From an optimization exercise on the open Yosys and OpenROAD flow, aimed at small area, a short achievable clock period and few clock cycles per item; shortcuts taken in it are not production practice. In this exercise RTL edits were held to simulation tests only and were not proved equivalent to the original. Power figures rest on the tool's default switching activity, not on a simulated workload.

Design yuv420_block_csc, start of the top module:
module yuv420_block_csc (
    input  wire        clk,
    input  wire        rst,         
    input  wire        in_valid,
    output wire        in_ready,
    input  wire [31:0] in_y,        
    input  wire [7:0]  in_u,
    input  wire [7:0]  in_v,
    output wire        out_valid,
    input  wire        out_ready,
    output wire [95:0] out_rgb      
);
Settings: LEC_CHECK=0, CAP_MARGIN=20, CORE_MARGIN=2, CORE_UTILIZATION=80, SLEW_MARGIN=20, SYNTH_HIERARCHICAL=1; clock period 22.0 ns.
standard.sh (not shown) runs the stock make flow with config.mk's settings and CLKGATE_MAP_FILE= SYNTH_SCRIPT=/design/flow/synth_recipe.tcl, a recipe that flattens the netlist after the stock synthesis.
==> flow/flow/run.sh <==
#!/bin/bash
# Layout flow: the standard ORFS flow with two changes: the port buffers
# are sky130_fd_sc_hd__buf_2 cells instead of the delay cell buffer_ports picks by
# itself, and clock tree synthesis uses clkbuf_4/clkbuf_8 cells, clusters of up
# to 30 sinks and no dummy loads.
set -euo pipefail
cd "$(dirname "$0")/.."
export BUFFER_PORTS_ARGS="-buffer_cell sky130_fd_sc_hd__buf_2"
export CTS_ARGS="-sink_clustering_enable -repair_clock_nets -dont_use_dummy_load -buf_list {sky130_fd_sc_hd__clkbuf_4 sky130_fd_sc_hd__clkbuf_8} -sink_clustering_size 30"
bash standard.sh > flow_standard.log 2>&1 || { tail -50 flow_standard.log; exit 1; }
tail -5 flow_standard.log
Testbench counts at the start, summed over its fixed seeds: cycles 16,024, items 16,000.
==> next run, changes <==
==> flow/flow/run.sh (replaced) <==
#!/bin/bash
# Layout flow: the standard ORFS flow with two changes: the port buffers
# are sky130_fd_sc_hd__buf_1 cells instead of the delay cell buffer_ports picks by
# itself, and clock tree synthesis uses clkbuf_4/clkbuf_8 cells, clusters of up
# to 30 sinks and no dummy loads.
set -euo pipefail
cd "$(dirname "$0")/.."
export BUFFER_PORTS_ARGS="-buffer_cell sky130_fd_sc_hd__buf_1"
export CTS_ARGS="-sink_clustering_enable -repair_clock_nets -dont_use_dummy_load -buf_list {sky130_fd_sc_hd__clkbuf_4 sky130_fd_sc_hd__clkbuf_8} -sink_clustering_size 30"
bash standard.sh > flow_standard.log 2>&1 || { tail -50 flow_standard.log; exit 1; }
tail -5 flow_standard.log
--- a/flow/config.mk
+++ b/flow/config.mk
@@ -6,7 +6,8 @@
 export NUM_CORES = 4
 export LEC_CHECK = 0
+export ABC_AREA = 1
 export CAP_MARGIN = 20
 export CORE_MARGIN = 2
-export CORE_UTILIZATION = 80
+export CORE_UTILIZATION = 65
 export SLEW_MARGIN = 20
 export SYNTH_HIERARCHICAL = 1
Outcome:
- clock-buffer cell count goes down by 1
- worst setup slack is about the same
- critical path depth does not change
- synthesized cell count grows by 38%
- design area rises by 0.67%
- cell count grows by 33%
- combinational power drops by 17%

* * *

Another version of the RTL of yuv420_block_csc (not shown whole).
Size: ~1,400 cells after synthesis, roughly 260 flip-flops, ~150 I/O pins.
## yuv420_block_csc
module yuv420_block_csc (
    input  wire        clk,
    input  wire        rst,         
    input  wire        in_valid,
    output wire        in_ready,
    input  wire [31:0] in_y,        
    input  wire [7:0]  in_u,
    input  wire [7:0]  in_v,
    output wire        out_valid,
    input  wire        out_ready,
    output wire [95:0] out_rgb      
);
    reg        rdy;                 
    reg        a_valid;
    reg [47:0] a_d;                 
    reg        s_valid;
    reg [47:0] s_d;                 
    reg        p_valid;
    reg [31:0] p_y;
    reg [7:0]  p_dr, p_dg, p_db;    
    reg        p_pr, p_pg, p_pb;    
    reg        b_valid;
    reg        b_idle;              
    reg [95:0] b_rgb;
    wire p_x = !p_valid || b_idle;
    wire a_x = !a_valid || p_x;
    wire [7:0] b_en;
    wire [3:0] p_en;
    wire [2:0] a_en;
    genvar k;
    generate
        for (k = 0; k < 8; k = k + 1) begin : g_ben
            csc_en u_en (.a(b_idle), .b(out_ready), .y(b_en[k]));
        end
        for (k = 0; k < 4; k = k + 1) begin : g_pen
            csc_en u_en (.a(p_x), .b(out_ready), .y(p_en[k]));
        end
        for (k = 0; k < 3; k = k + 1) begin : g_aen
            csc_en u_en (.a(a_x), .b(out_ready), .y(a_en[k]));
        end
    endgenerate
    wire b_go = b_idle || out_ready;
    wire p_go = !p_valid || b_go;
    wire a_go = !a_valid || p_go;
    wire acc  = in_valid && !s_valid;    
    assign in_ready  = rdy;
    assign out_valid = b_valid;
    assign out_rgb   = b_rgb;
  ...
Settings: LEC_CHECK=0, CAP_MARGIN=20, CORE_MARGIN=2, CORE_UTILIZATION=72, SLEW_MARGIN=20, SYNTH_HIERARCHICAL=1; clock period 22.0 ns.
==> flow/flow/run.sh <==
#!/bin/bash
# Layout flow: the standard ORFS flow with these changes:
# - the port buffers are sky130_fd_sc_hd__buf_1 cells instead of the delay
#   cell buffer_ports picks by itself, and the buffer of out_ready (which
#   drives the enable logic of every stage) is sized up to buf_4 after global
#   placement (flow/post_gpl.tcl);
# - clock tree synthesis uses clkbuf_4/clkbuf_8 cells, clusters of up to 30
#   sinks and no dummy loads.
set -euo pipefail
cd "$(dirname "$0")/.."
export BUFFER_PORTS_ARGS="-buffer_cell sky130_fd_sc_hd__buf_1"
export POST_GLOBAL_PLACE_TCL="$PWD/flow/post_gpl.tcl"
export CTS_ARGS="-sink_clustering_enable -repair_clock_nets -dont_use_dummy_load -buf_list {sky130_fd_sc_hd__clkbuf_4 sky130_fd_sc_hd__clkbuf_8} -sink_clustering_size 30"
bash standard.sh > flow_standard.log 2>&1 || { tail -50 flow_standard.log; exit 1; }
tail -5 flow_standard.log
==> flow/flow/post_gpl.tcl <==
# Size the port buffer of out_ready up: out_ready drives the enable logic of
# every pipeline stage, so its buffer has the largest load of all port buffers.
foreach pin [get_pins -of_objects [get_nets out_ready]] {
  if { [get_property $pin direction] == "input" } {
    set inst [get_cells -of_objects $pin]
    puts "post_gpl: [get_full_name $inst] -> sky130_fd_sc_hd__buf_4"
    replace_cell $inst sky130_fd_sc_hd__buf_4
  }
}
Testbench counts at the start, summed over its fixed seeds: cycles 16,024, items 16,000.
Next try:
--- a/flow/config.mk
+++ b/flow/config.mk
@@ -9,3 +9,3 @@
 export CORE_MARGIN = 2
-export CORE_UTILIZATION = 72
+export CORE_UTILIZATION = 65
 export SLEW_MARGIN = 20
Result: The new run passed the timing, design-rule and antenna checks. Clock power barely changes. Cell area goes up slightly. Non-clock buffer count stays the same. Cell count rises by a few percent. Worst setup slack loses 0.016 ns. Sequential share of layout area drops by 0.12 points. Die area went up by roughly a tenth. Wire length grows slightly. Clock skew climbs by 0.015 ns. Register-to-register slack gets better by 0.15 ns. Area after synthesis is unchanged.

==> separate check: timing with driven ports <==
In the flow no input, the clock included, has a driving cell. The finished layouts below were timed again as built, in two steps.
Step 1 assumes that a clkbuf_16 drives the clock port and a buf_2 every other input.
Step 2 adds t to the input delays and takes it off the output delays; t is the mean of the earliest and latest rising clock arrival at the registers after step 1. Input paths then give back, and output paths get back, about the clock's delay inside the block.
Three values: ideal ports, drivers, drivers and shift; two values: the first two.
run	t, ns	setup WS [ns]	cell pins on the clock port's net
the first run of note 1	0.566	16.436 / 16.391 / 16.009	1
the second run of note 1	0.555	16.434 / 16.386 / 16.181	1
the first run of note 2	0.550	16.491 / 16.446 / 16.135	1
the second run of note 2	0.553	16.475 / 16.429 / 16.062	1
After both steps setup and hold are still met in every run listed. For the first run of note 1, which loses most, drivers alone change the setup slack by -0.045 ns; drivers and shift together by -0.427 ns.
